Optimization exercise on an open flow, not production practice.
RTL: at most simulated, not proved equivalent.
Function not checked: runs 2 and 3.
Power: default activity.

==> design/flow/run.sh <==
#!/bin/bash
# synth_recipe.tcl (not shown) runs the flow's synth.tcl, then flattens the netlist and writes it again
# the make line also repeats each setting of config.mk as NAME=value (left out here)
make -C /OpenROAD-flow-scripts/flow DESIGN_CONFIG=/design/flow/config.mk WORK_HOME=/design/flow/orfs CLKGATE_MAP_FILE= SYNTH_SCRIPT=/design/flow/synth_recipe.tcl finish
==> design/flow/config.mk <==
export PLATFORM = sky130hd
export DESIGN_NAME = crsf_parser
export DESIGN_NICKNAME = crsf_parser
export VERILOG_FILES = /design/flow/design.v
export SDC_FILE = /design/flow/constraint.sdc
export NUM_CORES = 4
export LEC_CHECK = 0
export CAP_MARGIN = 20
export CORE_MARGIN = 2
export CORE_UTILIZATION = 42
export CTS_BUF_LIST = sky130_fd_sc_hd__clkbuf_16
export CTS_CLUSTER_DIAMETER = 300
export CTS_CLUSTER_SIZE = 24
export SETUP_SLACK_MARGIN = 2.8
export SLEW_MARGIN = 20
export TNS_END_PERCENT = 100
==> design/flow/constraint.sdc <==
create_clock -name core_clock -period 5.0 [get_ports {clk}]
set_input_delay 1.0000 -clock core_clock [delete_from_list [all_inputs] [get_ports {clk}]]
set_output_delay 1.0000 -clock core_clock [all_outputs]
set_load 0.01 [all_outputs]
==> design/flow/design.v <==
module crsf_parser (
    input  wire       clk,
    input  wire       rst,         
    input  wire       in_valid,
    output wire       in_ready,
    input  wire [7:0] in_data,
    input  wire       in_last,     
    output wire       out_valid,
    input  wire       out_ready,
    output wire [7:0] out_data,
    output wire       out_last,    
    output wire       st_valid,
    output wire [7:0] st_aux,      
    output wire [5:0] st_level     
);
    localparam QD = 4;             
    function automatic [7:0] crc8_step(input [7:0] c, input [7:0] b);
        integer i;
        reg [7:0] v;
        begin
            v = c ^ b;
            for (i = 0; i < 8; i = i + 1)
                v = v[7] ? ((v << 1) ^ 8'hD5) : (v << 1);
            crc8_step = v;
        end
    endfunction
    function automatic is_sync(input [7:0] b);
        is_sync = (b == 8'hC8) || (b == 8'hEA) || (b == 8'hEC) || (b == 8'hEE);
    endfunction
    function automatic [7:0] sync_byte(input [1:0] code);
        sync_byte = {2'b11, code != 2'd0, 2'b01, code, 1'b0};
    endfunction
    reg  [7:0] mem [0:63];
    integer    mi;
    reg  [7:0] w_lo, w_hi;   
    reg        rdy;
    reg  [5:0] wptr;         
    reg  [5:0] cptr;         
    reg  [5:0] rptr;         
    reg  [5:0] lvl;          
    reg  [1:0] scode;        
    reg  [5:0] flen;         
    reg  [7:0] crc;          
    reg        bad;          
    reg        rew;          
    reg        s0, s1;       
    reg        sb, sc;       
    reg        c_open;
    reg        c_seen;
    reg        c_drop;
    reg  [QD-1:0] qv;        
    reg  [1:0] q_aux [0:QD-1];     
    reg  [5:0] o_nf;         
    reg  [5:0] st_nf;        
    reg  [5:0] q_lvl [0:QD-1];
    reg  [5:0] q_mrk [0:QD-1];
    reg        st_q;
    integer    qi;
    localparam K_SYNC = 2'd0, K_LEN = 2'd1, K_BODY = 2'd2;
    reg  [1:0] i_ph;         
    reg  [5:0] i_rem;        
    reg  [7:0] g [0:3];      
    reg  [1:0] gsel;
    reg        gv;           
    reg  [1:0] gk;           
    reg        gl;           
    reg        ov, sv;
    reg  [7:0] od, sd;
    reg        ol, sl;
    wire       in_take = in_valid && rdy;
    wire       x_sync  = is_sync(in_data);
    wire       x_lenok = (in_data >= 8'd2) && (in_data <= 8'd62);
    wire       x_ok    = (in_data == crc) && !bad;
    wire       lvl0    = s0;
    wire       lvl1    = s1;
    wire [5:0] wptr_p1 = wptr + 6'd1;
    wire       lvl_eq  = (lvl == flen);
    wire       adv_w   = (s1 && x_lenok) || sb || sc;
    wire [5:0] wptr_n  = adv_w ? wptr_p1 : wptr;
    wire [5:0] cptr_n  = (sc && x_ok) ? wptr_p1 : cptr;
    wire       n_s1    = (s0 || (s1 && !x_lenok)) && x_sync;
    wire       n_s0    = sc || ((s0 || (s1 && !x_lenok)) && !x_sync);
    wire       n_sb    = (s1 && x_lenok) || (sb && !lvl_eq);
    wire       n_sc    = sb && lvl_eq;
    wire [5:0] lvl_n   = (s1 && x_lenok) ? 6'd2 : sb ? lvl + 6'd1 :
                         n_s1 ? 6'd1 : 6'd0;
    wire       drop_n  = (s0 && !x_sync) || (s1 && !x_lenok) || (sc && !x_ok);
    wire       seen_n  = c_open ? (c_seen | x_sync) : (!lvl0 | x_sync);
    wire       cdrop_n = (c_open && c_drop) | drop_n;
    wire       push    = in_take && in_last;
    reg        push_d;       
    wire       q_has  = st_q ? qv[1] : qv[0];
    wire [5:0] q_hmrk = st_q ? q_mrk[1] : q_mrk[0];
    wire       q_at   = q_has && (rptr == q_hmrk) && (i_ph == 2'd0);
    wire       take   = ov && out_ready;
    wire       st_set = q_at && !gv && !sv && (!ov || out_ready);
    wire       q_at2  = (st_q ? qv[2] : qv[1]) && (rptr == (st_q ? q_mrk[2] : q_mrk[1]));
    wire       q_blk  = q_at && (gv || sv || (ov && !out_ready) || q_at2);
    wire       avail  = (i_ph != 2'd0) || ((rptr != cptr) && !q_blk);
    wire       room   = !ov || (!sv && !gv) || (out_ready && !(sv && gv));
    wire       issue  = avail && room;
    wire [7:0] rd     = g[gsel];
    wire [7:0] land   = (gk == K_SYNC) ? sync_byte(rd[7:6]) :
                        (gk == K_LEN)  ? {2'b00, rd[5:0]} : rd;
    wire [5:0] occ    = wptr - rptr;
    wire       q_ok1  = !qv[QD-2] || (!qv[QD-1] && (!push_d || st_q)) ||
                        (st_q && !push_d);
    wire       q_ok2  = !qv[QD-3] || (!qv[QD-2] && (!push_d || st_q)) ||
                        (!qv[QD-1] && st_q && !push_d);
    wire [QD-1:0] q_wr = st_q ? ({1'b0, qv[QD-1:1]} ^ qv) : (qv ^ {qv[QD-2:0], 1'b1});
    integer    gj, gk2;
    reg  [7:0] gt;
    reg  [15:0] rsel;        
    assign in_ready  = rdy;
    assign out_valid = ov;
    assign out_data  = od;
    assign out_last  = ol;
    assign st_valid  = st_q;
    assign st_aux    = {q_aux[0], st_nf};
    assign st_level  = q_lvl[0];
    always @(posedge clk) begin
        for (mi = 0; mi < 64; mi = mi + 1)
            if (rdy && w_hi[mi / 8] && w_lo[mi % 8])
                mem[mi] <= lvl1 ? {scode, in_data[5:0]} : in_data;
        for (gj = 0; gj < 4; gj = gj + 1) begin
            gt = 8'd0;
            for (gk2 = 0; gk2 < 16; gk2 = gk2 + 1)
                gt = gt | (mem[gj*16 + gk2] & {8{rsel[gk2]}});
            g[gj] <= gt;
        end
        gsel <= rptr[5:4];
        gk   <= i_ph;
        gl   <= (i_ph == K_BODY) && (i_rem == 6'd1);
        if (issue && i_ph == K_LEN)
            i_rem <= rd[5:0];
        else if (issue && i_ph == K_BODY)
            i_rem <= i_rem - 6'd1;
        if (take && sv) begin
            od <= sd;
            ol <= sl;
        end else if (!ov || take) begin
            od <= land;
            ol <= gl;
        end
        if (gv && ov && !(take && !sv)) begin
            sd <= land;
            sl <= gl;
        end
        if (in_take) begin
            if (lvl1) begin
                flen <= in_data[5:0];
                crc  <= 8'h00;
            end else
                crc  <= crc8_step(crc, in_data);
            if (lvl == 6'd2)
                bad <= (in_data >= 8'h28) && (flen < 6'd4);
            if (lvl0 || x_sync)
                scode <= in_data[2:1];
        end
        for (qi = 0; qi < QD; qi = qi + 1) begin
            if (st_q && qi < QD - 1) begin
                q_aux[qi] <= q_aux[qi+1];
                q_lvl[qi] <= q_lvl[qi+1];
                q_mrk[qi] <= q_mrk[qi+1];
            end
            if (push_d && q_wr[qi]) begin
                q_aux[qi] <= {~c_seen, c_drop};
                q_lvl[qi] <= lvl;
                q_mrk[qi] <= cptr;
            end
        end
        if (rst) begin
            rdy    <= 1'b0;
            wptr   <= 6'd0;
            rew    <= 1'b0;
            w_lo   <= 8'd1;
            w_hi   <= 8'd1;
            cptr   <= 6'd0;
            rptr   <= 6'd0;
            rsel   <= 16'd1;
            lvl    <= 6'd0;
            s0     <= 1'b1;
            s1     <= 1'b0;
            sb     <= 1'b0;
            sc     <= 1'b0;
            c_open <= 1'b0;
            push_d <= 1'b0;
            o_nf   <= 6'd0;
            qv     <= {QD{1'b0}};
            st_q   <= 1'b0;
            ov     <= 1'b0;
            sv     <= 1'b0;
            gv     <= 1'b0;
            i_ph   <= 2'd0;
        end else begin
            push_d <= push;
            rdy <= (in_take ? (occ <= 6'd61) : (occ <= 6'd62)) &&
                   (push ? q_ok2 : q_ok1);
            rew <= in_take && sc && !x_ok;
            if (rew) begin
                wptr <= cptr;
                w_lo <= 8'd1 << cptr[2:0];
                w_hi <= 8'd1 << cptr[5:3];
            end else if (in_take && adv_w) begin
                w_lo <= {w_lo[6:0], w_lo[7]};
                if (w_lo[7])
                    w_hi <= {w_hi[6:0], w_hi[7]};
            end
            if (rew)
                wptr <= cptr;
            else if (in_take)
                wptr <= wptr_n;
            if (in_take) begin
                cptr <= cptr_n;
                lvl  <= lvl_n;
                s0   <= n_s0;
                s1   <= n_s1;
                sb   <= n_sb;
                sc   <= n_sc;
                c_open <= !in_last;
                c_seen <= seen_n;
                c_drop <= cdrop_n;
            end
            qv   <= (st_q ? {1'b0, qv[QD-1:1]} : qv) | (push_d ? q_wr : {QD{1'b0}});
            st_q <= st_set;
            gv <= issue;
            if (st_set)
                st_nf <= st_q ? 6'd0 : o_nf;
            if (st_q)
                o_nf <= {5'd0, (gv && gk == K_SYNC) || (issue && i_ph == K_SYNC)};
            else if (issue && i_ph == K_SYNC && o_nf != 6'd63)
                o_nf <= o_nf + 6'd1;
            if (issue) begin
                if (i_ph != K_SYNC) begin
                    rptr <= rptr + 6'd1;
                    rsel <= {rsel[14:0], rsel[15]};
                end
                i_ph <= (i_ph == K_SYNC) ? K_LEN :
                        (i_ph == K_LEN)  ? K_BODY :
                        (i_rem == 6'd1)  ? K_SYNC : K_BODY;
            end
            if (take && sv)
                sv <= gv;
            else if (!ov || take)
                ov <= gv;
            else if (gv)
                sv <= 1'b1;
        end
    end
endmodule
==> run summary, run 1 <==
- Max Fclk: 0.454 GHz
- First-pass GRT wire length: 106,000 um
- Die height: 262 um
- Seq/Total Area, Yosys: 74.1%
- I/O Buffers: 38
- RSZ-0062 raised after global routing: yes
- Flop pwr share: 59.6%
- Cell row count: 94
- Crit path launch: rsel[5]
- Critical path's top delay family: compound AO/OA/AOI/OAI gates
- Synth Instances: 1,799
- Clock root buffer: clkbuf_16
- Num ports: 39
- Mapped Area: 28,000 um^2
- Ys async rst share: 0%
- Final nets: 1,838
- CTS tree: built
- Total GRT Usage: 20.6%
- Core Util, Final: 46.8%
- Layout cells sized above 1: 13.5%
- Setup_tns: 0 ns
- GRT overflow: 0
- Clock slew at reported path FFs: 0.10 ns
- Reg-to-Reg Start: rsel[5]
- Worst setup margin: 2.80 ns
- Vias in the first global route: 15,500
- Switching share of power: 24.7%
- Slew at the pin with the worst max-slew slack: 0.993 ns
- Initial antenna violation count: 4
- Clock sinks: 734
- WP data required: 5.40 ns
- Final setup fails: 0
- Crit. End Element: flop
- Clock tree buffer depth: 3
- Clock Latency Late Sink: 0.60 ns
- Placed cell area: 29,300 um^2
- Final min period: 2.20 ns
- Reg2Reg Depth: 3
- Vias: 16,100
- WL final: 71,900 um
- Worst path arrival time: 2.60 ns
- Synth Flop Type: edfxtp_1
- Number of synthesized flops with an enable pin: 605
- Yosys cell types: 63
- Peak VDD IR: 0.222 mV
- Clock Skew: 0.0298 ns
- Antenna Violating Nets Remaining: 0
- Worst path max stage delay: 0.64 ns
- Pin count of the biggest net entering global routing: 68
- Most frequent cells in the layout: 605 x edfxtp_1, 130 x a221oi_1, 128 x a22o_1
- Pre-antenna DRT Iters: 5
- Critical path depth: 3
- WL per Instance: 26.6 um
- Antenna diodes: 0
- CTS buffer count: 36
- Commonest non-fill, non-tap cell in the layout: edfxtp_1
- Drt drc: 0
- CP Class: reg -> reg
- Detailed Place HPWL: 42,900 um
- CP Cell Sequence: buf_4 -> a221oi_1 -> nand4_1
- Fillers: 5,693
- Worst Path Buf+Inv: 1
- Syn Nets: 1,826
- Hold Slack: 0.454 ns
- Slew HR: 33.7%
- Status: no timing/DRC/antenna violations
- Die ar.: 68,800 um^2
- Total of max-cap violations: 0
- Hold path start: gl
- Internal power: 8.89 mW
- Dpl ws: 1.26 ns
- Pwr dens: 383 nW/um^2
- Post-DR vias/cell: 5.97
- Sw power: 2.92 mW
- Clock power share: 27.4%
- Final Slew Violations: 0
- Hold Crit Class: reg -> reg
- CP Max Fanout: 20
- Htree depth: 2
- Final Cycle Share: 44.0%
- LEAKAGE: 10.1 nW
- Synth warn: 6
- WHS Path Cells: 0
- Routability cong.: 0.801
- CTS hold repair buffers: 0
- Core ar.: 65,900 um^2
- Width of the die: 262 um
- #FFs+latches synth: 734
- Initial Utilization: 42.5%
- Final Hold Vio Count: 0
- CP startpoint kind: flop
- Post-Syn Area per Cell: 15.6 um^2
- Area grow syn2layout: 10.1%
- Comb power frac: 13.0%
- Critical-path top delay cell: a221oi_1
- Initial DRC Count: 1,596
- Cell area after layout: 30,800 um^2
[routing by layer]
layer / part of all wire (%) / routed length (um) / up-vias / track usage (%)
li1: - / - / 7113 / -
met1: 43 / 30800 / 8321 / 29.2
met2: 48 / 34500 / 618 / 33.4
met3: 7.1 / 5080 / 87 / 3.33
met4: 2.2 / 1610 / 4 / 5.16
met5: 0.031 / 22 / - / 0
[through the flow]
step | total power [mW] | instances
floorplan | 8.15 | 1799
global placement | 8.63 | 2613
detailed placement | 8.65 | 2613
CTS | 11.8 | 2696
global route | 12.2 | 2702
finish | 11.8 | 2702
[timing repair]
item	CTS	global route
endpoints found under the setup margin	269	117
pin swaps	8	8
setup buffers	16	5
gates resized for setup	161	50
endpoints found under the hold margin	0	0
gates cloned	2	1
[cells in the mapped netlist (all sizes together) (8+ instances only)]
cell      n  share of area, %
a221oi  130               4.1
o21ai    34              0.65
and3     72               1.6
mux2     36               1.4
nand4    40              0.92
nand2    79               1.1
a22o    128               4.0
edfxtp  605                65
a21oi    52              0.94
xnor2    56               1.8
a211oi   27              0.72
mux4      8              0.64
nor3     15              0.27
nor2     88               1.2
ha       13              0.58
mux2i    24              0.86
inv      26              0.35
nand3    15              0.27
dfxtp   129               9.2
buf      10              0.25
nor2b    17              0.38
clkbuf  110               1.5
xor2     26              0.81
[worst register-to-register path, cell delays in order (launching register included)]
cell and delay, ns:
dfxtp_1 0.61, buf_4 0.42, a221oi_1 0.65, nand4_1 0.32
[power groups by stage]
stage          Combinational, mW  Sequential, mW  Clock, mW
5_1_grt                     1.68            7.06       3.49
6_report                    1.54            7.04       3.24
3_3_place_gp                1.47            7.16          0
2_1_floorplan               1.04            7.12          0
4_1_cts                     1.50            7.03       3.28
3_5_place_dp                1.49            7.17          0
[flip-flops by register name, summed over array words and instances (netlist names), 8 cells and up]
name   flops
q_aux      8
w_lo       8
q_lvl     24
mem      512
w_hi       8
crc        8
g         32
sd         8
rsel      16
q_mrk     24
od         8
[final timing paths]
path             end  slack [ns]
max reg2reg  g[1][6]        2.80
min               sl        0.45
min reg2reg       sl        0.45
max          g[1][6]        2.80
[layout make-up]
| cell class | count | area, um^2 | share of cell area [%] |
|---|---|---|---|
| inverters | 26 | 113 | 0.365 |
| repair inverters | 1 | 5.00 | 0.0162 |
| repair buffers | 93 | 821 | 2.66 |
| well taps | 864 | 1080 | 3.51 |
| multi-input cells | 919 | 7000 | 22.7 |
| flip-flops and latches | 734 | 20800 | 67.4 |
| clock inverters | 29 | 134 | 0.434 |
| clock buffers | 36 | 901 | 2.92 |
[logic make-up after synthesis]
group / share of synthesized area, %
xor gates and xnor gates: 2.56
and+or+nand+nor: 6.47
AOI/OAI and AO/OA: 11.2
muxes: 2.95
DFF: 74.1
buffers and inverters: 2.08
adders and majority gates: 0.692
Testbench counts, summed over its fixed seeds: cycles 52,887, bytes 52,098.
==> run 2, diff against run 1 <==
--- a/design/flow/design.v
+++ b/design/flow/design.v
@@ -15,3 +15,3 @@
 );
-    localparam QD = 4;             
+    localparam QD = 3;             
     function automatic [7:0] crc8_step(input [7:0] c, input [7:0] b);
@@ -90,3 +90,3 @@
     wire       push    = in_take && in_last;
-    reg        push_d;       
+    reg        pend;
     wire       q_has  = st_q ? qv[1] : qv[0];
@@ -105,7 +105,7 @@
     wire [5:0] occ    = wptr - rptr;
-    wire       q_ok1  = !qv[QD-2] || (!qv[QD-1] && (!push_d || st_q)) ||
-                        (st_q && !push_d);
-    wire       q_ok2  = !qv[QD-3] || (!qv[QD-2] && (!push_d || st_q)) ||
-                        (!qv[QD-1] && st_q && !push_d);
+    wire       q_push = pend && (!qv[QD-1] || st_q);
+    wire       pend_n = push || (pend && !q_push);
+    wire [QD-1:0] qv_n;
     wire [QD-1:0] q_wr = st_q ? ({1'b0, qv[QD-1:1]} ^ qv) : (qv ^ {qv[QD-2:0], 1'b1});
+    assign     qv_n   = (st_q ? {1'b0, qv[QD-1:1]} : qv) | (q_push ? q_wr : {QD{1'b0}});
     integer    gj, gk2;
@@ -165,3 +165,3 @@
             end
-            if (push_d && q_wr[qi]) begin
+            if (q_push && q_wr[qi]) begin
                 q_aux[qi] <= {~c_seen, c_drop};
@@ -186,3 +186,3 @@
             c_open <= 1'b0;
-            push_d <= 1'b0;
+            pend   <= 1'b0;
             o_nf   <= 6'd0;
@@ -195,5 +195,5 @@
         end else begin
-            push_d <= push;
+            pend <= pend_n;
             rdy <= (in_take ? (occ <= 6'd61) : (occ <= 6'd62)) &&
-                   (push ? q_ok2 : q_ok1);
+                   !(pend_n && qv_n[QD-1] && !st_set);
             rew <= in_take && sc && !x_ok;
@@ -223,3 +223,3 @@
             end
-            qv   <= (st_q ? {1'b0, qv[QD-1:1]} : qv) | (push_d ? q_wr : {QD{1'b0}});
+            qv   <= qv_n;
             st_q <= st_set;
--- a/design/flow/config.mk
+++ b/design/flow/config.mk
@@ -12,3 +12,3 @@
 export CTS_CLUSTER_DIAMETER = 300
-export CTS_CLUSTER_SIZE = 24
+export CTS_CLUSTER_SIZE = 26
 export SETUP_SLACK_MARGIN = 2.8
==> run 2 against run 1 <==
Still clean on timing, DRC and antenna. Via count down 1.5%. Clock skew down 0.015 ns. Die area down 2.2%. Sequential power down 1%. Synthesized cell count down 2.2%. Wire length down 1.5%. Power down 3.0%. Sequential share of layout area about the same. Utilization about the same. Largest power group unchanged.
==> run summary, run 2 <==
- Status: no timing/DRC/antenna violations (unchanged)
- Slew at the pin with the worst max-slew slack: 0.853 ns (was 0.993 ns)
- Reg-to-Reg Start: st_q (was rsel[5])
- Worst path arrival time: 2.93 ns (was 2.60 ns)
- Layout cells sized above 1: 14.8% (was 13.5%)
- Final nets: 1,794 (was 1,838)
- RSZ-0062 raised after global routing: yes (unchanged)
- WHS Path Cells: 0 (unchanged)
- Hold path start: gl (unchanged)
- Cell row count: 93 (was 94)
- Vias in the first global route: 15,600 (was 15,500)
- Total of max-cap violations: 0 (unchanged)
- Syn Nets: 1,786 (was 1,826)
- LEAKAGE: 9.80 nW (was 10.1 nW)
- Seq/Total Area, Yosys: 74.2% (was 74.1%)
- Post-DR vias/cell: 6.01 (was 5.97)
- Mapped Area: 27,400 um^2 (was 28,000 um^2)
- Clock slew at reported path FFs: 0.10 ns (about the same)
- Top-area cell type share of the netlist area: 64.8% (was 64.9%)
- Critical-path top delay cell: or3_4 (was a221oi_1)
- Slew HR: 43.1% (was 33.7%)
- Antenna Violating Nets Remaining: 0 (unchanged)
- CTS tree: built (unchanged)
- Met3 Routed Length: 4650 um (was 5080 um)
- CTS buffer count: 31 (was 36)
- Post-Syn Area per Cell: 15.6 um^2 (about the same)
- Worst path max stage delay: 0.42 ns (was 0.64 ns)
- Crit. End Element: flop (unchanged)
- WL per Instance: 26.8 um (was 26.6 um)
- Uppermost layer routed: met5 (unchanged)
- Initial DRC Count: 1,831 (was 1,596)
- Area grow syn2layout: 10.1% (about the same)
- Clock tree buffer depth: 3 (unchanged)
- Internal reg-to-reg setup slack: 2.70 ns (was 2.80 ns)
- Hold Path End: sl (unchanged)
- Synth warn: 6 (unchanged)
- CP Cell Sequence: buf_8 -> or3_4 -> or3_4 -> a311oi_4 -> nand2b_4 -> nand2_2 -> a311oi_2 (was buf_4 -> a221oi_1 -> nand4_1)
- Dominant cell type by area after synthesis: edfxtp_1 (unchanged)
- Layout Cells excl Fill: 2,647 (was 2,702)
- GRT overflow: 0 (unchanged)
- Synth top area cells: edfxtp_1 65%, dfxtp_1 9.4%, a221oi_1 4.2% (was edfxtp_1 65%, dfxtp_1 9.2%, a221oi_1 4.1%)
- WL met2: 34,700 um (was 34,500 um)
- Pin count of the biggest net entering global routing: 70 (was 68)
- Final Slew Violations: 0 (unchanged)
- Peak VDD IR: 0.294 mV (was 0.222 mV)
- Biggest regs: mem x512, g x32 (unchanged)
- Width of the die: 259 um (was 262 um)
- WP data required: 5.53 ns (was 5.40 ns)
- Commonest non-fill, non-tap cell in the layout: edfxtp_1 (unchanged)
- Worst Path Buf+Inv: 1 (unchanged)
- Initial Utilization: 42.5% (about the same)
- Hold Crit Class: reg -> reg (unchanged)
- Reg with most FFs: mem (unchanged)
- Core ar.: 64,500 um^2 (was 65,900 um^2)
- Number of synthesized flops with an enable pin: 591 (was 605)
- First-pass GRT wire length: 104,000 um (was 106,000 um)
- Initial antenna violation count: 3 (was 4)
- Clock root buffer: clkbuf_16 (unchanged)
- Clock Latency Late Sink: 0.63 ns (was 0.60 ns)
- WL final: 70,800 um (was 71,900 um)
- Pwr dens: 380 nW/um^2 (was 383 nW/um^2)
- Total GRT Usage: 20.8% (was 20.6%)
- Reg2Reg Depth: 7 (was 3)
- Critical path's top delay family: simple AND/OR/NAND/NOR gates (was compound AO/OA/AOI/OAI gates)
- CP startpoint kind: input pin (was flop)
- Yosys cell types: 65 (was 63)
- Num ports: 39 (unchanged)
- #FFs+latches synth: 719 (was 734)
- Final min period: 2.40 ns (was 2.20 ns)
- Detailed Place HPWL: 42,500 um (was 42,900 um)
- CP Max Fanout: 7 (was 20)
- Cells after DPL: 2,559 (was 2,613)
- Metal-1 WL: 30,300 um (was 30,800 um)
- Final Hold Vio Count: 0 (unchanged)
- Clock sinks: 719 (was 734)
- Most frequent cells in the layout: 591 x edfxtp_1, 128 x a22o_1, 128 x a221oi_1 (was 605 x edfxtp_1, 130 x a221oi_1, 128 x a22o_1)
- Setup_tns: 0 ns (unchanged)
- Routability cong.: 0.803 (was 0.801)
- Drt drc: 0 (unchanged)
- Pre-antenna DRT Iters: 5 (unchanged)
- Ys async rst share: 0% (unchanged)
- Most frequent cell after synthesis: edfxtp_1 (unchanged)
- Htree depth: 1 (was 2)
- Vias: 15,900 (was 16,100)
- Post-synth top cells: 591 x edfxtp_1, 131 x a221oi_1, 128 x a22o_1, 128 x dfxtp_1, 112 x clkbuf_1 (was 605 x edfxtp_1, 130 x a221oi_1, 129 x dfxtp_1, 128 x a22o_1, 109 x clkbuf_1)
- Final Cycle Share: 48.0% (was 44.0%)
- I/O Buffers: 38 (unchanged)
- RR Endpoint: st_nf[4] (was g[1][6])
- Synth Instances: 1,759 (was 1,799)
- Clock Skew: 0.0149 ns (was 0.0298 ns)
- Fillers: 5,565 (was 5,693)
- Max Fclk: 0.417 GHz (was 0.454 GHz)
- CP Class: in -> reg (was reg -> reg)
- Die ar.: 67,300 um^2 (was 68,800 um^2)
- Flip-flop count of the largest register after layout: 512 (unchanged)
- Die height: 259 um (was 262 um)
- Antenna diodes: 0 (unchanged)
- Synth Flop Type: edfxtp_1 (unchanged)
- Most used cell, CP: or3_4
- Final setup fails: 0 (unchanged)
==> run 2: cell count changes in the layout (fill, tap and decap cells not counted), sizes merged, moves of 6 or more <==
cell    change
a211oi     -14
a311oi     +11
edfxtp     -14
mux2i      -13
nand2      +12
nor2        -9
nor3        -6
xnor2       -7
==> run 2: worst max-delay path by stage <==
stage               to  slack, ns  cells past startpoint        from
6_report       w_lo[2]       2.60                      7  in_data[1]
5_1_grt        wptr[2]       2.61                      9  in_data[1]
4_1_cts        w_lo[0]       2.64                      7  in_data[1]
3_5_place_dp   w_lo[2]       1.53                      8  in_data[5]
3_3_place_gp   wptr[4]       1.60                      8  in_data[5]
2_1_floorplan  w_hi[5]       2.25                      8  in_data[5]
==> run 2: what timing repair did <==
item                       in CTS  in global routing
gates cloned                    3                  0
pin swaps                      24                 23
setup endpoints to repair     280                 72
resized for setup             196                 38
hold buffers                    0                  0
setup buffers                  15                 12
==> run 2: metal layers <==
layer  vias up  track usage (%)
met5         -                0
met2       569             34.9
met1      8262             29.3
met4         2             3.93
met3        83             2.76
li1       6987                -
==> run 2: cells by family (layout without fill, tap and decap cells) <==
family | count (synthesis) | after routing | share of synthesized area [%]
adders and majority gates | 15 | 15 | 0.708
buffers and inverters | 142 | 172 | 2.02
and+or+nand+nor | 359 | 361 | 6.67
AOI/OAI and AO/OA | 399 | 400 | 11.7
xor gates and xnor gates | 73 | 73 | 2.33
DFF | 719 | 719 | 74.2
muxes | 52 | 52 | 2.42
==> run 2: layout make-up <==
class                           count  area [um^2]  area share, %
Sequential cell                   719        20300           67.4
Inverter                           22         98.8          0.328
Timing Repair Buffer               92          756           2.51
Clock buffer                       31          776           2.57
Tap cell                          855         1070           3.55
Clock inverter                     27          114          0.378
Multi-Input combinational cell    901         7010           23.2
==> run 2: through the flow <==
stage / setup WS [ns] / util [%] / power, mW / cell area, um^2 / hold slack (ns)
floorplan: 2.25 / - / 8.08 / 27600 / 0.329
global placement: 1.60 / 44.5 / 8.58 / 28700 / 0.421
detailed placement: 1.53 / 44.5 / 8.61 / 28700 / 0.423
CTS: 2.64 / 46.5 / 11.5 / 30000 / 0.449
finish: 2.60 / 46.8 / 11.5 / 30200 / 0.446
global route: 2.61 / 46.8 / 11.9 / 30200 / 0.474
==> run 2: power breakdown <==
| group | switching (mW) | internal [mW] | total [mW] |
|---|---|---|---|
| Combinational | 0.904 | 0.688 | 1.59 |
| Sequential | 0.163 | 6.78 | 6.94 |
| Clock | 1.79 | 1.14 | 2.93 |
| Total | 2.85 | 8.61 | 11.5 |
==> run 3, diff against run 2 <==
--- a/design/flow/design.v
+++ b/design/flow/design.v
@@ -15,3 +15,3 @@
 );
-    localparam QD = 3;             
+    localparam QD = 4;             
     function automatic [7:0] crc8_step(input [7:0] c, input [7:0] b);
==> run 3 against run 2 <==
Still clean on timing, DRC and antenna. Critical path depth rose by 1. Cell area rose by 4.2%. Clock power rose by 8.5%. Synthesized cell count rose by 2.6%. Sequential share of layout area fell by 1.3 points.
==> run summary, run 3 <==
- Status: no timing/DRC/antenna violations (unchanged)
- M2 GR Usage: 34.5% (was 34.9%)
- Width of the die: 263 um (was 259 um)
- WL per Instance: 27.4 um (was 26.8 um)
- RR Endpoint: q_lvl[2][5] (was st_nf[4])
- GRT overflow: 0 (unchanged)
- Cell row count: 94 (was 93)
- Most frequent cell after synthesis: edfxtp_1 (unchanged)
- Pre-antenna DRT Iters: 5 (unchanged)
- Num ports: 39 (unchanged)
- CP Max Fanout: 5 (was 7)
- Reg-to-Reg Start: st_q (unchanged)
- Pin count of the biggest net entering global routing: 70 (unchanged)
- Final nets: 1,868 (was 1,794)
- Internal reg-to-reg setup slack: 2.80 ns (was 2.70 ns)
- Dominant cell type by area after synthesis: edfxtp_1 (unchanged)
- RSZ-0062 raised after global routing: yes (unchanged)
- Clock sinks: 734 (was 719)
- Final Cycle Share: 51.7% (was 48.0%)
- Drt drc: 0 (unchanged)
- Slew HR: 28.0% (was 43.1%)
- Detailed Place HPWL: 42,900 um (was 42,500 um)
- Most frequent cells in the layout: 605 x edfxtp_1, 128 x a22o_1, 128 x a221oi_1 (was 591 x edfxtp_1, 128 x a22o_1, 128 x a221oi_1)
- WP data required: 5.47 ns (was 5.53 ns)
- Final Hold Vio Count: 0 (unchanged)
- Reg2Reg Depth: 7 (unchanged)
- Clock Skew: 0.0294 ns (was 0.0149 ns)
- Htree depth: 2 (was 1)
- I/O Buffers: 38 (unchanged)
- Pwr dens: 400 nW/um^2 (was 380 nW/um^2)
- Total GRT Usage: 21.1% (was 20.8%)
- Post-synth top cells: 605 x edfxtp_1, 129 x dfxtp_1, 128 x a221oi_1, 128 x a22o_1, 107 x clkbuf_1 (was 591 x edfxtp_1, 131 x a221oi_1, 128 x a22o_1, 128 x dfxtp_1, 112 x clkbuf_1)
- Number of synthesized flops with an enable pin: 605 (was 591)
- CTS hold repair buffers: 0 (unchanged)
- Worst path arrival time: 3.06 ns (was 2.93 ns)
- Flip-flop count of the largest register after layout: 512 (unchanged)
- Layout cells sized above 1: 16.0% (was 14.8%)
- Hold Crit Class: reg -> reg (unchanged)
- First-pass GRT wire length: 109,000 um (was 104,000 um)
- Crit path launch: in_data[5] (was in_data[1])
- CTS buffer count: 34 (was 31)
- Seq/Total Area, Yosys: 73.8% (was 74.2%)
- Die ar.: 69,000 um^2 (was 67,300 um^2)
- Synth Instances: 1,804 (was 1,759)
- Final min period: 2.58 ns (was 2.40 ns)
- Post-Syn Area per Cell: 15.6 um^2 (about the same)
- Critical Path End: w_lo[0] (was w_lo[2])
- Die height: 263 um (was 259 um)
- Peak VDD IR: 0.202 mV (was 0.294 mV)
- Syn Nets: 1,831 (was 1,786)
- Yosys cell types: 64 (was 65)
- Clock Latency Late Sink: 0.59 ns (was 0.63 ns)
- Biggest regs: mem x512, g x32 (unchanged)
- CP startpoint kind: input pin (unchanged)
- Final setup fails: 0 (unchanged)
- Met3 Track Usage GR: 3.05% (was 2.76%)
- Vias in the first global route: 16,100 (was 15,600)
- Clock root buffer: clkbuf_16 (unchanged)
- Design Power: 12.6 mW (was 11.5 mW)
- Top-area cell type share of the netlist area: 64.6% (was 64.8%)
- Initial antenna violation count: 3 (unchanged)
- CP Class: in -> reg (unchanged)
- Synth top area cells: edfxtp_1 65%, dfxtp_1 9.2%, a221oi_1 4.0% (was edfxtp_1 65%, dfxtp_1 9.4%, a221oi_1 4.2%)
- Final Slew Violations: 0 (unchanged)
- Crit. End Element: flop (unchanged)
- Top Usage Layer GRT: met2 (unchanged)
- Grt met1 use: 29.5% (was 29.3%)
- Core Util, Final: 47.6% (was 46.8%)
- Total of max-cap violations: 0 (unchanged)
- Worst setup margin: 2.42 ns (was 2.60 ns)
- WHS Path Cells: 0 (unchanged)
- Clock slew at reported path FFs: 0.10 ns (about the same)
- Core ar.: 66,000 um^2 (was 64,500 um^2)
- Max Fclk: 0.387 GHz (was 0.417 GHz)
- #FFs+latches synth: 734 (was 719)
- Routability cong.: 0.769 (was 0.803)
- Ys async rst share: 0% (unchanged)
- Area grow syn2layout: 11.8% (was 10.1%)
- Commonest non-fill, non-tap cell in the layout: edfxtp_1 (unchanged)
- CTS tree: built (unchanged)
- Synth Flop Type: edfxtp_1 (unchanged)
- LEAKAGE: 10.4 nW (was 9.80 nW)
- Vias: 16,400 (was 15,900)
- Initial Utilization: 42.6% (was 42.5%)
- Initial DRC Count: 1,943 (was 1,831)
- Post-DR vias/cell: 6.02 (was 6.01)
- Setup_tns: 0 ns (unchanged)
- WL final: 74,900 um (was 70,800 um)
- Reg with most FFs: mem (unchanged)
- Synth warn: 6 (unchanged)
- Dpl ws: 1.13 ns (was 1.53 ns)
- Slew at the pin with the worst max-slew slack: 1.08 ns (was 0.853 ns)
- Clock tree buffer depth: 3 (unchanged)
- Mapped Area: 28,100 um^2 (was 27,400 um^2)
- Antenna Violating Nets Remaining: 0 (unchanged)
-- run 3: cell types whose count changed after synthesis, sizes merged, moves of 6 or more --
cell    change
mux2       +16
edfxtp     +14
mux2i      +10
a211oi      +9
a311oi      -8
nand2       -7
xor2        +7
a21oi       -6
-- run 3: logic make-up after synthesis --
logic type                 share of synthesized area (%)
muxes                                               3.38
DFF                                                 73.8
AOI/OAI and AO/OA                                   11.1
buffers and inverters                               2.08
adders and majority gates                          0.685
and+or+nand+nor                                     6.54
xor gates and xnor gates                            2.37
-- run 3: worst min path at each step --
stage / from / to / slack, ns
6_report: gl / sl / 0.47
5_1_grt: gl / sl / 0.48
4_1_cts: gl / sl / 0.46
3_5_place_dp: gl / sl / 0.43
3_3_place_gp: gl / sl / 0.43
2_1_floorplan: i_ph[0] / gk[0] / 0.33
-- run 3: cell type report --
cell class,instances,area (um^2)
tap,864,1080
timing repair buffer,117,1200
fill,5582,34500
inverter,25,105
multi-input combinational,929,7280
clock buffer,35,876
antenna,3,7.51
clock inverter,26,119
sequential,734,20800
-- run 3: report_power, final --
group	internal (mW)	switching (mW)	total (mW)
Sequential	7.00	0.236	7.24
Combinational	0.941	1.20	2.14
Clock	1.30	1.88	3.18
-- run 3: per-stage QoR --
stage	hold WS, ns	area (um^2)	std cells
4_1_cts	0.456	31100	2714
3_5_place_dp	0.430	29500	2613
6_report	0.467	31400	2733
5_1_grt	0.477	31400	2732
2_1_floorplan	0.329	28400	1804
3_3_place_gp	0.434	29500	2613
-- run 3: worst max-delay path, stage by stage --
cell and delay, ns:
buf_8 0.10, or3_4 0.43, or3_4 0.36, a311oi_4 0.34, nor2_4 0.07, buf_12 0.15, mux2_4 0.29, a221o_1 0.31
-- run 3: routing by layer --
metal / wire length (um) / part of all wire (%)
met4: 2000 / 2.7
met3: 5480 / 7.3
met5: 0 / 0
met2: 36000 / 48
met1: 31400 / 42
-- run 3: timing repair --
item,CTS,global route
buffers inserted,33,10
cloned,7,6
setup endpoints to repair,318,106
resized for setup,175,36
hold endpoints to repair,0,0
pin swaps,23,30
==> run 4, diff against run 3 <==
--- a/design/flow/design.v
+++ b/design/flow/design.v
@@ -15,3 +15,3 @@
 );
-    localparam QD = 4;             
+    localparam QD = 3;             
     function automatic [7:0] crc8_step(input [7:0] c, input [7:0] b);
@@ -34,3 +34,5 @@
     integer    mi;
-    reg  [7:0] w_lo, w_hi;   
+    reg  [7:0] w_lo, w_hi;
+    reg  [7:0] wd;
+    reg        wv;
     reg        rdy;
@@ -121,5 +123,8 @@
     always @(posedge clk) begin
+        wd   <= lvl1 ? {scode, in_data[5:0]} : in_data;
+        w_lo <= 8'd1 << wptr[2:0];
+        w_hi <= 8'd1 << wptr[5:3];
         for (mi = 0; mi < 64; mi = mi + 1)
-            if (rdy && w_hi[mi / 8] && w_lo[mi % 8])
-                mem[mi] <= lvl1 ? {scode, in_data[5:0]} : in_data;
+            if (wv && w_hi[mi / 8] && w_lo[mi % 8])
+                mem[mi] <= wd;
         for (gj = 0; gj < 4; gj = gj + 1) begin
@@ -175,4 +180,3 @@
             rew    <= 1'b0;
-            w_lo   <= 8'd1;
-            w_hi   <= 8'd1;
+            wv     <= 1'b0;
             cptr   <= 6'd0;
@@ -199,11 +203,3 @@
             rew <= in_take && sc && !x_ok;
-            if (rew) begin
-                wptr <= cptr;
-                w_lo <= 8'd1 << cptr[2:0];
-                w_hi <= 8'd1 << cptr[5:3];
-            end else if (in_take && adv_w) begin
-                w_lo <= {w_lo[6:0], w_lo[7]};
-                if (w_lo[7])
-                    w_hi <= {w_hi[6:0], w_hi[7]};
-            end
+            wv <= rdy;
             if (rew)
--- a/design/flow/config.mk
+++ b/design/flow/config.mk
@@ -9,3 +9,3 @@
 export CORE_MARGIN = 2
-export CORE_UTILIZATION = 42
+export CORE_UTILIZATION = 45
 export CTS_BUF_LIST = sky130_fd_sc_hd__clkbuf_16
==> run 4 against run 3 <==
Still clean on timing, DRC and antenna. Wire length is 8.5% lower. Final cell count fell by 7.6%. First-iteration DRC count down 18%. Combinational power down 6%. Clock-buffer cell count fell by 4. Sequential share of layout area is 3.0 points higher. Flip-flop and latch count shrank 6. Clock power decreased by 7.5%. Worst setup slack improved by 0.34 ns. Non-clock buffer count decreased by 31. Critical path type is now reg -> out.
==> run summary, run 4 <==
- Mapped Area: 27,300 um^2 (was 28,100 um^2)
- Area grow syn2layout: 9.01% (was 11.8%)
- Crit. End Element: output pin (was flop)
- Internal reg-to-reg setup slack: 2.81 ns (was 2.80 ns)
- Num ports: 39 (unchanged)
- Final Hold Vio Count: 0 (unchanged)
- Core Util, Final: 49.4% (was 47.6%)
- Seq/Total Area, Yosys: 75.2% (was 73.8%)
- Crit path launch: st_q (was in_data[5])
- Number of synthesized flops with an enable pin: 591 (was 605)
- Pwr dens: 408 nW/um^2 (was 400 nW/um^2)
- Detailed Place HPWL: 41,400 um (was 42,900 um)
- CP Max Fanout: 5 (unchanged)
- GRT overflow: 0 (unchanged)
- Dominant cell type by area after synthesis: edfxtp_1 (unchanged)
- Flip-flop count of the largest register after layout: 512 (unchanged)
- Total GRT Usage: 21.6% (was 21.1%)
- Hold Slack: 0.443 ns (was 0.467 ns)
- Post-Syn Area per Cell: 16.0 um^2 (was 15.6 um^2)
- Critical path's top delay family: flip-flops (was simple AND/OR/NAND/NOR gates)
- Commonest non-fill, non-tap cell in the layout: edfxtp_1 (unchanged)
- Setup_tns: 0 ns (unchanged)
- Vias: 15,300 (was 16,400)
- Final nets: 1,747 (was 1,868)
- Clock tree buffer depth: 3 (unchanged)
- Status: no timing/DRC/antenna violations (unchanged)
- Ys async rst share: 0% (unchanged)
- Worst path arrival time: 1.24 ns (was 3.06 ns)
- Vias in the first global route: 14,900 (was 16,100)
- Final Cycle Share: 44.9% (was 51.7%)
- Clock sinks: 728 (was 734)
- Antenna Violating Nets Remaining: 0 (unchanged)
- Peak VDD IR: 0.237 mV (was 0.202 mV)
- Initial DRC Count: 1,593 (was 1,943)
- Slew HR: 38.5% (was 28.0%)
- Final Slew Violations: 0 (unchanged)
- CTS tree: built (unchanged)
- Initial antenna violation count: 1 (was 3)
- Design Power: 12.1 mW (was 12.6 mW)
- Total of max-cap violations: 0 (unchanged)
- Synth warn: 6 (unchanged)
- Die height: 250 um (was 263 um)
- Syn Nets: 1,736 (was 1,831)
- Hold path start: rptr[4] (was gl)
- Max Fclk: 0.446 GHz (was 0.387 GHz)
- CP Class: reg -> out (was in -> reg)
- Post-DR vias/cell: 6.06 (was 6.02)
- Reg with most FFs: mem (unchanged)
- Layout cells sized above 1: 13.0% (was 16.0%)
- Critical-path top delay cell: dfxtp_4 (was or3_4)
- Hold Crit Class: reg -> reg (unchanged)
- CTS hold repair buffers: 0 (unchanged)
- Slew at the pin with the worst max-slew slack: 0.921 ns (was 1.08 ns)
- WL per Instance: 27.1 um (was 27.4 um)
- Cell area after layout: 29,700 um^2 (was 31,400 um^2)
- Pin count of the biggest net entering global routing: 65 (was 70)
- Htree depth: 1 (was 2)
- Initial Utilization: 45.3% (was 42.6%)
- Pre-antenna DRT Iters: 5 (unchanged)
- LEAKAGE: 9.83 nW (was 10.4 nW)
- Biggest regs: mem x512, g x32 (unchanged)
- Width of the die: 250 um (was 263 um)
- Clock root buffer: clkbuf_16 (unchanged)
- Synth top area cells: edfxtp_1 65%, dfxtp_1 10%, a221oi_1 4.1% (was edfxtp_1 65%, dfxtp_1 9.2%, a221oi_1 4.0%)
- Worst Path Buf+Inv: 1 (was 2)
- Core ar.: 60,100 um^2 (was 66,000 um^2)
- CP Cell Sequence: clkdlybuf4s15_1 (was buf_8 -> or3_4 -> or3_4 -> a311oi_4 -> nor2_4 -> buf_12 -> mux2_4 -> a221o_1)
- RSZ-0062 raised after global routing: yes (unchanged)
- Worst path max stage delay: 0.38 ns (was 0.43 ns)
- Most frequent cell after synthesis: edfxtp_1 (unchanged)
- Final setup fails: 0 (unchanged)
- Dpl ws: 1.55 ns (was 1.13 ns)
- Clock Skew: 0.0142 ns (was 0.0294 ns)
- Cells after DPL: 2,452 (was 2,613)
- Final min period: 2.24 ns (was 2.58 ns)
- Placed cell area: 28,700 um^2 (was 29,500 um^2)
- Reg-to-Reg Start: st_q (unchanged)
- Routability cong.: 0.813 (was 0.769)
- First-pass GRT wire length: 100,000 um (was 109,000 um)
- Layout Cells excl Fill: 2,526 (was 2,733)
- Die ar.: 62,600 um^2 (was 69,000 um^2)
- WL final: 68,500 um (was 74,900 um)
- Post-synth top cells: 591 x edfxtp_1, 137 x dfxtp_1, 128 x a221oi_1, 128 x a22o_1, 97 x clkbuf_1 (was 605 x edfxtp_1, 129 x dfxtp_1, 128 x a221oi_1, 128 x a22o_1, 107 x clkbuf_1)
- CP startpoint kind: flop (was input pin)
- Most frequent cells in the layout: 591 x edfxtp_1, 128 x a22o_1, 126 x a221oi_1 (was 605 x edfxtp_1, 128 x a22o_1, 128 x a221oi_1)
- Synth Flop Type: edfxtp_1 (unchanged)
- #FFs+latches synth: 728 (was 734)
- Clock slew at reported path FFs: 0.10 ns (about the same)
- WP data required: 4.00 ns (was 5.47 ns)
- Cell row count: 90 (was 94)
- Synth Instances: 1,706 (was 1,804)
- CTS buffer count: 31 (was 34)
- Drt drc: 0 (unchanged)
- I/O Buffers: 38 (unchanged)
- Worst setup margin: 2.76 ns (was 2.42 ns)
- Yosys cell types: 67 (was 64)
- Top-area cell type share of the netlist area: 65.1% (was 64.6%)
- Clock Latency Late Sink: 0.64 ns (was 0.59 ns)
-- run 4: cell types whose count changed after synthesis, sizes merged, moves of 10 or more --
cell / change
a211oi: -10
clkbuf: -10
edfxtp: -14
mux2: -17
nand2: -11
nor2: -13
-- run 4: final cells by class --
type,count,area [um^2]
clock buffer,31,776
tap,782,978
sequential,728,20500
inverter,23,93.8
antenna,2,5.00
multi-input combinational,847,6610
clock inverter,27,118
timing repair buffer,86,618
fill,5005,30400
-- run 4: logic make-up (layout without fill, tap and decap cells) --
kind of cell / Yosys count / in the layout / synth area share (%)
buffers and inverters: 131 / 167 / 1.87
xor gates and xnor gates: 76 / 76 / 2.44
AOI/OAI and AO/OA: 365 / 365 / 10.7
and+or+nand+nor: 332 / 332 / 6.37
muxes: 56 / 56 / 2.57
DFF: 728 / 728 / 75.2
other: 0 / 2 / 0
adders and majority gates: 18 / 18 / 0.849
-- run 4: metal layers --
layer | up-vias | track usage, % | wire length [um]
met5 | - | 0 | 0
met4 | 0 | 6.62 | 2050
met3 | 87 | 2.48 | 4510
met2 | 539 | 34.9 | 32500
met1 | 7918 | 31.0 | 29500
li1 | 6761 | - | -
-- run 4: timing repair --
item | CTS | global route
gates resized for setup | 143 | 20
pin swaps | 5 | 3
endpoints found under the hold margin | 0 | 0
endpoints found under the setup margin | 150 | 44
setup buffers | 9 | 5
-- run 4: worst paths after layout --
kind / end / cells past startpoint
max: st_valid / 1
min: gsel[0] / 0
max reg2reg: o_nf[5] / 9
min reg2reg: gsel[0] / 0
-- run 4: power by group --
| part | switching (mW) | internal, mW |
|---|---|---|
| Combinational | 1.17 | 0.847 |
| Clock | 1.79 | 1.14 |
| Sequential | 0.231 | 6.94 |
Testbench counts of run 4, summed over its fixed seeds: cycles 52,863, bytes 52,098.
==> run 5, diff against run 4 <==
--- a/design/flow/config.mk
+++ b/design/flow/config.mk
@@ -9,6 +9,6 @@
 export CORE_MARGIN = 2
-export CORE_UTILIZATION = 45
+export CORE_UTILIZATION = 40
 export CTS_BUF_LIST = sky130_fd_sc_hd__clkbuf_16
 export CTS_CLUSTER_DIAMETER = 300
-export CTS_CLUSTER_SIZE = 26
+export CTS_CLUSTER_SIZE = 24
 export SETUP_SLACK_MARGIN = 2.8
==> run 5 against run 4 <==
Global-route usage shrank 2.0 points. Synthesized area unchanged. Via count shrank 0.50%. Still clean on timing, DRC and antenna. Non-clock buffer count grew 10. Clock-buffer cell count increased by 6. Largest power group unchanged. Sequential power barely moved. Flip-flop and latch count is the same.
==> run summary, run 5 <==
- Status: no timing/DRC/antenna violations (unchanged)
- Initial DRC Count: 1,725 (was 1,593)
- Post-synth top cells: 591 x edfxtp_1, 137 x dfxtp_1, 128 x a221oi_1, 128 x a22o_1, 97 x clkbuf_1 (unchanged)
- Biggest regs: mem x512, g x32 (unchanged)
- Ys async rst share: 0% (unchanged)
- Synth warn: 6 (unchanged)
- Reg-to-Reg Start: st_q (unchanged)
- First-pass GRT wire length: 102,000 um (was 100,000 um)
- Layout Cells excl Fill: 2,634 (was 2,526)
- Most frequent cell after synthesis: edfxtp_1 (unchanged)
- Seq/Total Area, Yosys: 75.2% (unchanged)
- Total of max-cap violations: 0 (unchanged)
- Pwr dens: 415 nW/um^2 (was 408 nW/um^2)
- Vias: 15,200 (was 15,300)
- Hold Slack: 0.451 ns (was 0.443 ns)
- Final min period: 2.23 ns (was 2.24 ns)
- Clock Latency Late Sink: 0.59 ns (was 0.64 ns)
- #FFs+latches synth: 728 (unchanged)
- Final nets: 1,762 (was 1,747)
- Worst path max stage delay: 0.44 ns (was 0.38 ns)
- Design Power: 12.5 mW (was 12.1 mW)
- Die height: 265 um (was 250 um)
- RSZ-0062 raised after global routing: yes (unchanged)
- Synth Flop Type: edfxtp_1 (unchanged)
- CTS tree: built (unchanged)
- Post-DR vias/cell: 5.78 (was 6.06)
- Flip-flop count of the largest register after layout: 512 (unchanged)
- Pre-antenna DRT Iters: 5 (unchanged)
- Initial antenna violation count: 0 (was 1)
- Peak VDD IR: 0.258 mV (was 0.237 mV)
- Num ports: 39 (unchanged)
- Pin count of the biggest net entering global routing: 65 (unchanged)
- Core ar.: 67,300 um^2 (was 60,100 um^2)
- Setup_tns: 0 ns (unchanged)
- Hold path start: rptr[4] (unchanged)
- Mapped Area: 27,300 um^2 (unchanged)
- Cells after DPL: 2,541 (was 2,452)
- Post-Syn Area per Cell: 16.0 um^2 (unchanged)
- Critical-path top delay cell: dfxtp_4 (unchanged)
- Number of synthesized flops with an enable pin: 591 (unchanged)
- Synth top area cells: edfxtp_1 65%, dfxtp_1 10%, a221oi_1 4.1% (unchanged)
- Total GRT Usage: 19.6% (was 21.6%)
- Layout cells sized above 1: 14.7% (was 13.0%)
- Clock slew at reported path FFs: 0.10 ns (about the same)
- Final Slew Violations: 0 (unchanged)
- Most frequent cells in the layout: 591 x edfxtp_1, 128 x a22o_1, 125 x a221oi_1 (was 591 x edfxtp_1, 128 x a22o_1, 126 x a221oi_1)
- CP startpoint kind: flop (unchanged)
- Reg2Reg Depth: 7 (was 9)
- CP Class: reg -> reg (was reg -> out)
- Synth Instances: 1,706 (unchanged)
- Top-area cell type share of the netlist area: 65.1% (unchanged)
- CP Max Fanout: 8 (was 5)
- Worst path arrival time: 2.53 ns (was 1.24 ns)
- I/O Buffers: 38 (unchanged)
- Initial Utilization: 40.5% (was 45.3%)
- Register area: 20,500 um^2 (about the same)
- Internal reg-to-reg setup slack: 2.77 ns (was 2.81 ns)
- Dominant cell type by area after synthesis: edfxtp_1 (unchanged)
- RR Endpoint: st_nf[4] (was o_nf[5])
- Hold Crit Class: reg -> reg (unchanged)
- WL per Instance: 26.3 um (was 27.1 um)
- Slew at the pin with the worst max-slew slack: 1.13 ns (was 0.921 ns)
- Final setup fails: 0 (unchanged)
- Clock root buffer: clkbuf_16 (unchanged)
- Crit. End Element: flop (was output pin)
- Vias in the first global route: 15,000 (was 14,900)
- Clock tree buffer depth: 3 (unchanged)
- Clock sinks: 728 (unchanged)
- Syn Nets: 1,736 (unchanged)
- Detailed Place HPWL: 41,800 um (was 41,400 um)
- WP data required: 5.29 ns (was 4.00 ns)
- Width of the die: 265 um (was 250 um)
- CTS buffer count: 36 (was 31)
- Drt drc: 0 (unchanged)
- Antenna Violating Nets Remaining: 0 (unchanged)
- Slew HR: 24.7% (was 38.5%)
- Die ar.: 70,300 um^2 (was 62,600 um^2)
- Yosys cell types: 67 (unchanged)
- Routability cong.: 0.833 (was 0.813)
- LEAKAGE: 9.98 nW (was 9.83 nW)
- Htree depth: 2 (was 1)
- CP Cell Sequence: buf_12 -> mux2_4 -> nand2_1 -> nor3b_4 -> nand4_1 -> or2_4 -> nor2_4 (was clkdlybuf4s15_1)
- WL final: 69,200 um (was 68,500 um)
- Reg with most FFs: mem (unchanged)
- Final Cycle Share: 44.6% (was 44.9%)
- Cell row count: 95 (was 90)
- WHS Path Cells: 0 (unchanged)
- Commonest non-fill, non-tap cell in the layout: edfxtp_1 (unchanged)
- Hold Path End: gsel[0] (unchanged)
- Max Fclk: 0.448 GHz (was 0.446 GHz)
- GRT overflow: 0 (unchanged)
- Fillers: 5,832 (was 5,005)
- Multi-input logic area: 6730 um^2 (was 6610 um^2)
- Clock Skew: 0.0224 ns (was 0.0142 ns)
- Final Hold Vio Count: 0 (unchanged)
- Area grow syn2layout: 10.9% (was 9.01%)
[run 5: how the worst max path moves through the flow]
stage / startpoint / endpoint / cells after the start
2_1_floorplan: out_ready / o_nf[5] / 8
3_3_place_gp: in_valid / cptr[1] / 7
6_report: st_q / st_nf[4] / 7
4_1_cts: st_q / st_valid / 2
5_1_grt: st_q / st_nf[0] / 7
3_5_place_dp: in_data[2] / cptr[1] / 6
[run 5: layout make-up]
class | instances | area share [%]
clock buffers | 37 | 3.06
repair buffers | 96 | 2.41
clock inverters | 29 | 0.435
flip-flops and latches | 728 | 67.9
well taps | 873 | 3.61
diodes | 1 | 0.00828
multi-input cells | 847 | 22.3
inverters | 23 | 0.310
[run 5: layer usage]
metal,GRT usage (%),routed length (um),vias up,part of all wire [%]
met5,0,0,-,0
met4,4.86,1520,0,2.2
met3,2.68,4080,77,5.9
met2,32.4,33700,439,49
met1,27.5,29900,7914,43
li1,-,-,6798,-
[run 5: cells by family after synthesis]
kind of cell | after synthesis | share of synthesized area, %
DFF | 728 | 75.2
AOI/OAI and AO/OA | 365 | 10.7
and+or+nand+nor | 332 | 6.37
buffers and inverters | 131 | 1.87
xor gates and xnor gates | 76 | 2.44
muxes | 56 | 2.57
adders and majority gates | 18 | 0.849
[run 5: critical path: cells and delay by family (launching register included)]
kind / cells / cell delay [ns]
AND/OR/NAND/NOR: 5 / 1.06
buffers and inverters: 1 / 0.14
multiplexers: 1 / 0.31
flip-flops: 1 / 0.44
[run 5: power by group]
| part | internal (mW) | switching (mW) |
|---|---|---|
| sequential | 6.94 | 0.227 |
| clock | 1.37 | 1.90 |
| combinational | 0.921 | 1.19 |
[run 5: repair_timing]
action	4_1_cts	5_1_grt
cloned	1	0
pin swaps	11	14
gates resized for setup	162	44
endpoints found under the hold margin	0	0
endpoints found under the setup margin	145	40
buffers inserted	16	9
hold buffers	0	0
[run 5: through the flow]
step | area [um^2] | util (%) | setup WS [ns]
2_1_floorplan | 27500 | - | 2.38
3_5_place_dp | 28800 | 42.8 | 1.49
4_1_cts | 30000 | 44.6 | 2.70
6_report | 30200 | 44.9 | 2.77
5_1_grt | 30200 | 44.9 | 2.68
3_3_place_gp | 28800 | 42.8 | 1.53
==> run 6, diff against run 5 <==
--- a/design/flow/config.mk
+++ b/design/flow/config.mk
@@ -9,7 +9,7 @@
 export CORE_MARGIN = 2
-export CORE_UTILIZATION = 40
+export CORE_UTILIZATION = 42
 export CTS_BUF_LIST = sky130_fd_sc_hd__clkbuf_16
 export CTS_CLUSTER_DIAMETER = 300
-export CTS_CLUSTER_SIZE = 24
-export SETUP_SLACK_MARGIN = 2.8
+export CTS_CLUSTER_SIZE = 26
+export SETUP_SLACK_MARGIN = 2.85
 export SLEW_MARGIN = 20
==> run 6 against run 5 <==
Utilization is 2.0 points higher. Global-route usage grew 0.83 points. Still clean on timing, DRC and antenna. Sequential power about the same. Maximum frequency shrank 0.16%. Synthesized area unchanged. Cell area decreased by 0.18%. Worst hold slack worse by 0.0030 ns. Flip-flop and latch count did not move. Wire length is 0.69% higher. Critical endpoint is now st_valid. Via count grew 1.8%. Non-clock buffer count grew 8.
==> run summary, run 6 <==
- Hold path start: rptr[4] (unchanged)
- Seq/Total Area, Yosys: 75.2% (unchanged)
- Clock Skew: 0.0339 ns (was 0.0224 ns)
- Hold Path End: gsel[0] (unchanged)
- LEAKAGE: 9.97 nW (was 9.98 nW)
- Max Fclk: 0.447 GHz (was 0.448 GHz)
- Final setup fails: 0 (unchanged)
- Most frequent cells in the layout: 591 x edfxtp_1, 128 x a22o_1, 126 x a221oi_1 (was 591 x edfxtp_1, 128 x a22o_1, 125 x a221oi_1)
- Cells after DPL: 2,526 (was 2,541)
- Vias in the first global route: 15,000 (about the same)
- Reg with most FFs: mem (unchanged)
- CP startpoint kind: flop (unchanged)
- Die ar.: 67,000 um^2 (was 70,300 um^2)
- Peak VDD IR: 0.328 mV (was 0.258 mV)
- Post-synth top cells: 591 x edfxtp_1, 137 x dfxtp_1, 128 x a221oi_1, 128 x a22o_1, 97 x clkbuf_1 (unchanged)
- Clock Latency Late Sink: 0.64 ns (was 0.59 ns)
- Synth Instances: 1,706 (unchanged)
- Layout cells sized above 1: 15.0% (was 14.7%)
- Detailed Place HPWL: 41,800 um (about the same)
- Reg-to-Reg Start: st_q (unchanged)
- Design Power: 12.3 mW (was 12.5 mW)
- Hold Slack: 0.448 ns (was 0.451 ns)
- Clock tree buffer depth: 3 (unchanged)
- RR Endpoint: o_nf[1] (was st_nf[4])
- Final Slew Violations: 0 (unchanged)
- Antenna Violating Nets Remaining: 0 (unchanged)
- Die height: 259 um (was 265 um)
- Flip-flop count of the largest register after layout: 512 (unchanged)
- CP Max Fanout: 3 (was 8)
- WHS Path Cells: 0 (unchanged)
- Routability cong.: 0.796 (was 0.833)
- CTS buffer count: 31 (was 36)
- Clock slew at reported path FFs: 0.10 ns (about the same)
- Post-Syn Area per Cell: 16.0 um^2 (unchanged)
- Synth warn: 6 (unchanged)
- Biggest regs: mem x512, g x32 (unchanged)
- Drt drc: 0 (unchanged)
- Clock root buffer: clkbuf_16 (unchanged)
- Final Hold Vio Count: 0 (unchanged)
- Commonest non-fill, non-tap cell in the layout: edfxtp_1 (unchanged)
- Layout Cells excl Fill: 2,616 (was 2,634)
- Pin count of the biggest net entering global routing: 65 (unchanged)
- WP data required: 4.00 ns (was 5.29 ns)
- Syn Nets: 1,736 (unchanged)
- Synth Flop Type: edfxtp_1 (unchanged)
- Hold Crit Class: reg -> reg (unchanged)
- Width of the die: 259 um (was 265 um)
- Slew at the pin with the worst max-slew slack: 0.849 ns (was 1.13 ns)
- Synth top area cells: edfxtp_1 65%, dfxtp_1 10%, a221oi_1 4.1% (unchanged)
- First-pass GRT wire length: 101,000 um (was 102,000 um)
- Setup_tns: 0 ns (unchanged)
- CTS tree: built (unchanged)
- Final min period: 2.24 ns (was 2.23 ns)
- Top-area cell type share of the netlist area: 65.1% (unchanged)
- WL per Instance: 26.6 um (was 26.3 um)
- Slew HR: 43.4% (was 24.7%)
- CP Class: reg -> out (was reg -> reg)
- Initial antenna violation count: 0 (unchanged)
- Pwr dens: 408 nW/um^2 (was 415 nW/um^2)
- Most frequent cell after synthesis: edfxtp_1 (unchanged)
- Vias: 15,500 (was 15,200)
- #FFs+latches synth: 728 (unchanged)
- Reg2Reg Depth: 11 (was 7)
- Dominant cell type by area after synthesis: edfxtp_1 (unchanged)
- Critical-path top delay cell: dfxtp_4 (unchanged)
- Mapped Area: 27,300 um^2 (unchanged)
- Core Util, Final: 46.9% (was 44.9%)
- Num ports: 39 (unchanged)
- Initial DRC Count: 1,785 (was 1,725)
- CP Cell Sequence: buf_12 -> buf_6 (was buf_12 -> mux2_4 -> nand2_1 -> nor3b_4 -> nand4_1 -> or2_4 -> nor2_4)
- Initial Utilization: 42.4% (was 40.5%)
- Worst path max stage delay: 0.38 ns (was 0.44 ns)
- Post-DR vias/cell: 5.92 (was 5.78)
- Total of max-cap violations: 0 (unchanged)
- GRT overflow: 0 (unchanged)
- Total GRT Usage: 20.4% (was 19.6%)
- Worst path arrival time: 1.24 ns (was 2.53 ns)
- I/O Buffers: 38 (unchanged)
- Number of synthesized flops with an enable pin: 591 (unchanged)
- Core ar.: 64,300 um^2 (was 67,300 um^2)
- Critical path's top delay family: flip-flops (was simple AND/OR/NAND/NOR gates)
- Htree depth: 1 (was 2)
- WL final: 69,700 um (was 69,200 um)
- Pre-antenna DRT Iters: 5 (unchanged)
- RSZ-0062 raised after global routing: yes (unchanged)
- Cell row count: 93 (was 95)
- Area grow syn2layout: 10.7% (was 10.9%)
- Worst Path Buf+Inv: 2 (was 1)
- Final nets: 1,765 (was 1,762)
- Status: no timing/DRC/antenna violations (unchanged)
- Clock sinks: 728 (unchanged)
- Ys async rst share: 0% (unchanged)
- Final Cycle Share: 44.7% (was 44.6%)
- Internal reg-to-reg setup slack: 2.79 ns (was 2.77 ns)
- Yosys cell types: 67 (unchanged)
- Crit. End Element: output pin (was flop)
==> run 6: timing repair <==
item / in CTS / in global routing
hold buffers: 0 / 0
setup buffers: 21 / 9
cloned: 1 / 0
pin swaps: 11 / 9
endpoints found under the setup margin: 156 / 69
hold endpoints to repair: 0 / 0
resized for setup: 189 / 24
==> run 6: kinds of logic after synthesis <==
group / Yosys count / synth area share [%]
compound gates: 365 / 10.7
simple gates: 332 / 6.37
buf+inv: 131 / 1.87
flops: 728 / 75.2
fa+ha+maj: 18 / 0.849
mux: 56 / 2.57
xor+xnor: 76 / 2.44
==> run 6: power by group <==
part | switching [mW] | leakage, nW | internal [mW] | total [mW]
sequential | 0.217 | 6.47 | 6.94 | 7.15
combinational | 1.24 | 2.98 | 0.999 | 2.24
clock | 1.79 | 0.525 | 1.14 | 2.93
total | 3.24 | 9.97 | 9.07 | 12.3
==> run 6: final cells by class <==
class                   count  area [um^2]
flip-flops and latches    728        20500
clock inverters            27          106
fillers                  5477        34200
well taps                 855         1070
diodes                      1         2.50
inverters                  23         95.1
multi-input cells         847         6760
repair buffers            104          847
clock buffers              31          776
==> run 6: routing by layer <==
layer  GRT usage [%]  part of all wire [%]  vias to the layer above
met2            33.7                    48                      551
met3            2.68                   6.6                       97
li1                -                     -                     6802
met5               0                     0                        -
met1            28.5                    42                     8046
met4            5.89                   3.1                        0
==> run 6: how the worst max path moves through the flow <==
stage / from / slack, ns / depth (start not counted) / to
floorplan: out_ready / 2.38 / 8 / o_nf[5]
global placement: out_ready / 1.71 / 8 / o_nf[5]
detailed placement: out_ready / 1.70 / 8 / o_nf[5]
CTS: q_aux[0][0] / 2.79 / 1 / st_aux[6]
global route: st_q / 2.69 / 11 / o_nf[1]
finish: st_q / 2.76 / 2 / st_valid
==> run 6: per-stage QoR <==
stage	instance area (um^2)	setup slack, ns
floorplan	27500	2.38
global placement	28800	1.71
detailed placement	28800	1.70
CTS	30000	2.79
global route	30200	2.69
finish	30200	2.76
==> run 7, diff against run 6 <==
--- a/design/flow/config.mk
+++ b/design/flow/config.mk
@@ -13,3 +13,3 @@
 export CTS_CLUSTER_SIZE = 26
-export SETUP_SLACK_MARGIN = 2.85
+export SETUP_SLACK_MARGIN = 2.8
 export SLEW_MARGIN = 20
==> run 7 against run 6 <==
Combinational power decreased by 11%. Clock power about the same. Register-to-register slack better by 0.04 ns. Synthesized cell count did not move. Worst hold slack got worse by 0.014 ns. Maximum frequency is 2.9% higher. Clock-buffer cell count stayed put. Die area did not move.
==> run summary, run 7 <==
- Status: no timing/DRC/antenna violations (unchanged)
- Initial Utilization: 42.4% (unchanged)
- RSZ-0062 raised after global routing: yes (unchanged)
- Die ar.: 67,000 um^2 (unchanged)
- Total of max-cap violations: 0 (unchanged)
- Num ports: 39 (unchanged)
- Reg-to-Reg Start: st_q (unchanged)
- Ys async rst share: 0% (unchanged)
- Antenna Violating Nets Remaining: 0 (unchanged)
- Most frequent cell after synthesis: edfxtp_1 (unchanged)
- Flop pwr share: 59.2% (was 58.1%)
- Final setup fails: 0 (unchanged)
- Final Hold Vio Count: 0 (unchanged)
- Clock slew at reported path FFs: 0.11 ns (was 0.10 ns)
- Max Fclk: 0.460 GHz (was 0.447 GHz)
- Yosys cell types: 67 (unchanged)
- Sw power: 3.20 mW (was 3.24 mW)
- Most frequent cells in the layout: 591 x edfxtp_1, 128 x a22o_1, 128 x a221oi_1 (was 591 x edfxtp_1, 128 x a22o_1, 126 x a221oi_1)
- First-pass GRT wire length: 102,000 um (was 101,000 um)
- Pwr dens: 408 nW/um^2 (about the same)
- GRT overflow: 0 (unchanged)
- CP Max Fanout: 7 (was 3)
- WL final: 69,000 um (was 69,700 um)
- Antenna diodes: 0 (was 1)
- Final Cycle Share: 43.5% (was 44.7%)
- Hold Crit Class: reg -> reg (unchanged)
- CTS tree: built (unchanged)
- Met3 Routed Length: 4640 um (was 4620 um)
- Vias in the first global route: 15,200 (was 15,000)
- Commonest non-fill, non-tap cell in the layout: edfxtp_1 (unchanged)
- Drt drc: 0 (unchanged)
- CTS buffer count: 31 (unchanged)
- Clock sinks: 728 (unchanged)
- Final nets: 1,744 (was 1,765)
- Core ar.: 64,300 um^2 (unchanged)
- Uppermost layer routed: met4 (unchanged)
- Comb power frac: 16.5% (was 18.2%)
- Layout cells sized above 1: 12.8% (was 15.0%)
- Detailed Place HPWL: 41,600 um (was 41,800 um)
- Slew HR: 42.7% (was 43.4%)
- Mapped Area: 27,300 um^2 (unchanged)
- Clock tree buffer depth: 3 (unchanged)
- Final min period: 2.17 ns (was 2.24 ns)
- Seq/Total Area, Yosys: 75.2% (unchanged)
- Critical Path End: o_nf[0] (was st_valid)
- Biggest regs: mem x512, g x32 (unchanged)
- Post-DR vias/cell: 5.90 (was 5.92)
- Metal-1 WL: 29,500 um (was 29,400 um)
- #FFs+latches synth: 728 (unchanged)
## run 7: what timing repair did
| action | CTS | global route |
|---|---|---|
| endpoints found under the setup margin | 152 | 45 |
| setup buffers | 8 | 5 |
| gates resized for setup | 143 | 29 |
| pin swaps | 6 | 6 |
## run 7: critical path, cell delays in order
cell	delay [ns]
buf_2	0.17
inv_8	0.03
maj3_2	0.30
and2_4	0.19
or4_1	0.50
a41o_1	0.25
a31o_1	0.21
a21oi_1	0.09
## run 7: how the worst min path moves through the flow
stage             from  endpoint  cells past startpoint
6_report       rptr[4]   gsel[0]                      0
5_1_grt        rptr[4]   gsel[0]                      0
4_1_cts        rptr[4]   gsel[0]                      0
3_5_place_dp   rptr[4]   gsel[0]                      0
3_3_place_gp        gl        sl                      0
2_1_floorplan  rptr[5]   gsel[1]                      0
## run 7: cells by family (layout without fill, tap and decap cells)
logic type	count (synthesis)	after routing	synth area share [%]
AO/OA/AOI/OAI	365	365	10.7
multiplexers	56	56	2.57
buffers and inverters	131	164	1.87
flip-flops	728	728	75.2
AND/OR/NAND/NOR	332	332	6.37
XOR/XNOR	76	76	2.44
adder cells (fa/ha/maj)	18	18	0.849
## run 7: per-layer routing
metal,global-route usage (%),vias to the layer above
met3,2.37,69
met4,4.80,0
met1,28.8,7954
met5,0,-
li1,-,6746
met2,33.7,548
## run 7: area by class of cell
| cell class | count | area (um^2) | area share (%) |
|---|---|---|---|
| clock buffers | 31 | 776 | 2.61 |
| clock inverters | 27 | 106 | 0.358 |
| inverters | 23 | 93.8 | 0.315 |
| multi-input cells | 847 | 6590 | 22.2 |
| flip-flops and latches | 728 | 20500 | 69.0 |
| well taps | 855 | 1070 | 3.60 |
| repair buffers | 83 | 589 | 1.98 |
## run 7: stage by stage
step                      utilization [%]  instances  area, um^2  setup slack [ns]  total power [mW]
after floorplan                         -       1706       27500              2.38              8.61
after global placement               44.7       2523       28800              1.57              9.23
after detailed placement             44.7       2523       28800              1.54              9.26
after CTS                            46.1       2589       29700              2.70              12.1
after global routing                 46.2       2594       29700              2.72              12.6
final                                46.2       2594       29700              2.83              12.1
## run 7: power by group through the flow
stage          clock network (mW)  registers, mW  logic (mW)
6_report                     2.95           7.18        2.00
3_3_place_gp                    0           7.30        1.92
3_5_place_dp                    0           7.31        1.95
2_1_floorplan                   0           7.22        1.39
5_1_grt                      3.19           7.21        2.18
4_1_cts                      2.99           7.17        1.98
